Source: an optimization exercise on an open RTL-to-GDS flow (aim: small area, a short achievable clock period and few clock cycles). Production flows keep margins and buffers that such runs may drop. Power figures rest on the tool's default switching activity, not on a simulated workload.

## cfe_rx
module cfe_rx (
    input  wire       clk,
    input  wire       rst,
    input  wire       in_valid,
    input  wire [7:0] in_data,
    output wire       in_ready,
    output wire       out_valid,
    output wire [7:0] out_data,
    output wire       out_last,
    input  wire       clr_ovf,
    output reg        ovf,
    output wire       idle
);
Size: roughly 25 I/O pins, about 31000 sq um of cells after synthesis.
Settings: LEC_CHECK=0, CAP_MARGIN=20, CORE_MARGIN=2, CORE_UTILIZATION=40, CTS_CLUSTER_DIAMETER=70, CTS_CLUSTER_SIZE=30, SETUP_SLACK_MARGIN=5, SLEW_MARGIN=20; clock period 9.0 ns.
run.sh (not shown) runs the stock make flow with config.mk's settings and CLKGATE_MAP_FILE= SYNTH_SCRIPT=/design/flow/synth_recipe.tcl, a recipe that flattens the netlist after the stock synthesis.
Next try:
--- a/flow/design.v
+++ b/flow/design.v
@@ -13,21 +13,24 @@
 );
     localparam [7:0] START = 8'h05;
     localparam [7:0] END   = 8'h04;
     localparam [1:0] S_EMPTY = 2'd0;   
     localparam [1:0] S_OPEN  = 2'd1;   
     localparam [1:0] S_END   = 2'd2;   
     localparam [1:0] E_SCAN  = 2'd0;   
     localparam [1:0] E_BODY  = 2'd1;   
     localparam [1:0] E_BCC   = 2'd2;   
-    localparam integer FD = 24;        
+    localparam integer FD = 20;        
     reg [7:0] r [0:127];
     reg [6:0] T;                       
+    reg       oq;                      
+    reg       lq;                      
+    reg [6:0] dlt;                     
     reg [7:0] ib;                      
     reg       ib_proc;                 
     reg       ib_wr;                   
     reg [7:0] ib2;                     
     reg       ib2_wr;
     reg [7:0] nxt;                     
     reg [7:0] P;                       
     reg [7:0] R;                       
     reg [1:0] st;
@@ -142,19 +145,19 @@
             if (rep) begin
                 n_st = S_EMPTY; n_v1 = 1'b0; n_v2 = 1'b0; n_unt = 1'b0;
                 n_P = (st == S_OPEN) ? l_u : u;
             end
         end
     end
     wire [7:0] rep_u = (st == S_OPEN) ? l_u : u;
     wire [7:0] F     = (st != S_EMPTY) ? A : P;     
     wire [7:0] y     = r[126];                        
-    wire       em_go = (T + 7'd1 == O[6:0]) && (O != F);
+    wire       em_go = oq && (O != F);
     reg        pop;
     reg        n_ov, n_ol;
     reg [1:0]  n_es;
     always @* begin
         pop = 1'b0; n_ov = 1'b0; n_ol = 1'b0; n_es = es;
         if (em_go) begin
             case (es)
                 E_SCAN: begin
                     if (y == START) begin
@@ -204,53 +207,68 @@
             3'b011: fc_n = fcnt + 5'd3;
             3'b100: fc_n = fcnt - 5'd1;
             3'b101: fc_n = fcnt;
             3'b110: fc_n = fcnt + 5'd1;
             default: fc_n = fcnt + 5'd2;
         endcase
     end
     wire       rep_go = ib_proc && rep;
     wire       r_eq   = R == nxt;
-    wire       ld_nom = !r_eq && (T + 7'd2 == R[6:0]) && (fcnt <= FD - 6);
+    wire       ld_nom = !r_eq && lq && (fcnt <= FD - 6);
     wire [7:0] nxt1   = nxt + 8'd1;
     wire [7:0] R_t    = r_eq ? nxt1 : R;
     wire [7:0] R_nt   = ld_nom ? R + 8'd1 : R;
     wire [7:0] n_R    = rep_go ? rep_u : (take ? R_t : R_nt);
-    wire       al2    = nxt[6:0] == T + 7'd2;
-    wire       al3    = nxt[6:0] == T + 7'd3;
-    wire       ir_ok  = !might_rep && (fcnt <= FD - 9);
+    wire       al2    = dlt == 7'd2;
+    wire       al3    = dlt == 7'd3;
+    wire [6:0] T3     = T + 7'd3;
+    wire       n_lq   = rep_go ? T3 == rep_u[6:0] :
+                        (ld_nom && !take) || T3 == R[6:0];
+    wire       mp_end = ib_proc && st == S_END;
+    wire       mp_ovf = ib_proc && st == S_OPEN && ovfc;
+    wire       f_ok   = mp_end ? (v2 ? fcnt <= FD - 9 :
+                                   v1 ? fcnt <= FD - 8 : fcnt <= FD - 7) :
+                        mp_ovf ? fcnt <= FD - 7 : fcnt <= FD - 6;
+    wire       ir_ok  = !might_rep && f_ok;
     wire       ir_t   = al2 && r_eq && ir_ok;
     wire       ir_nt  = al3 && (r_eq || (ld_nom && R + 8'd1 == nxt)) && ir_ok;
     wire       pr_t   = !rep_go && r_eq;
     wire       pr_nt  = ld_nom && !rep_go;
     always @(posedge clk) begin
+        ib2 <= ib;
+        ib  <= take ? in_data : r[125];
+        A <= n_A; acc0 <= n_acc0;
+        p1 <= n_p1; p2 <= n_p2; a1 <= n_a1; a2 <= n_a2; u <= n_u;
+    end
+    always @(posedge clk) begin
         if (rst) begin
-            T <= 7'd0;
-            nxt <= 8'd2; P <= 8'd2; R <= 8'd2; O <= 8'd2; A <= 8'd2;
+            T <= 7'd0; oq <= 1'b0; lq <= 1'b0; dlt <= 7'd2;
+            nxt <= 8'd2; P <= 8'd2; R <= 8'd2; O <= 8'd2;
             st <= S_EMPTY; v1 <= 1'b0; v2 <= 1'b0; unt <= 1'b0;
             fq <= {FD{1'b0}}; fcnt <= 5'd0;
             es <= E_SCAN; ov <= 1'b0; ol <= 1'b0;
             ir <= 1'b1; idl <= 1'b1;
             ib_proc <= 1'b0; ib_wr <= 1'b0; ib2_wr <= 1'b0;
             ovf <= 1'b0;
         end else begin
             T <= T + 7'd1;
-            st <= n_st; A <= n_A; acc0 <= n_acc0;
-            v1 <= n_v1; v2 <= n_v2; p1 <= n_p1; p2 <= n_p2;
-            a1 <= n_a1; a2 <= n_a2; unt <= n_unt; u <= n_u;
+            oq <= em_go || (T + 7'd2 == O[6:0]);
+            lq <= n_lq;
+            dlt <= take ? dlt : dlt - 7'd1;
+            st <= n_st;
+            v1 <= n_v1; v2 <= n_v2; unt <= n_unt;
             P <= n_P;
             R <= n_R;
             fq <= fq_n; fcnt <= fc_n;
             es <= n_es; ov <= n_ov; ol <= n_ol;
             O <= em_go ? O + 8'd1 : O;
             if (clr_ovf) ovf <= 1'b0;
             if (ib_proc && set_ovf) ovf <= 1'b1;
-            ib2 <= ib; ib2_wr <= ib_wr;
-            ib      <= take ? in_data : r[125];
+            ib2_wr  <= ib_wr;
             ib_wr   <= take;
             ib_proc <= take ? pr_t : pr_nt;
             nxt     <= take ? nxt1 : nxt;
             ir  <= take ? ir_t : ir_nt;
             idl <= !take && !ib_proc && r_eq && (O == F);
         end
     end
 endmodule
After rerunning: Non-clock buffer count goes down by 7. Maximum frequency goes up by a few percent. Core utilization is about the same. Setup slack improves by 230 ps. Synthesized area hardly moves. Clock power goes down slightly. Via count goes down slightly. Sequential cell count goes up by 5. Critical path depth stays the same. Power goes down slightly.
No run of this note included a check of the RTL's function; only the layout flow was run.

[re-timing with driven ports]
How much do the figures lean on ideal ports? The routed layouts below were timed once more, with nothing changed but the port constraints. Step 1 assumes that a clkbuf_16 drives the clock port and a buf_2 every other input. Step 2 also shifts input and output timing later by t, the mid clock arrival at the registers, as if the neighbouring blocks saw the same clock. a / b / c = no drivers / after step 1 / after step 2; a / b = the first two.
| run | t, ns | setup WS [ns] | pins driven straight from the clock port |
|---|---|---|---|
| the first run | 0.677 | 5.045 / 5.045 / 4.519 | 1 |
| the second run | 0.677 | 5.276 / 5.276 / 4.908 | 1 |
After both steps setup and hold are still met in every run listed. The setup slack of the first run, which loses most, moves by 0.000 ns with the drivers and by -0.526 ns with both steps.
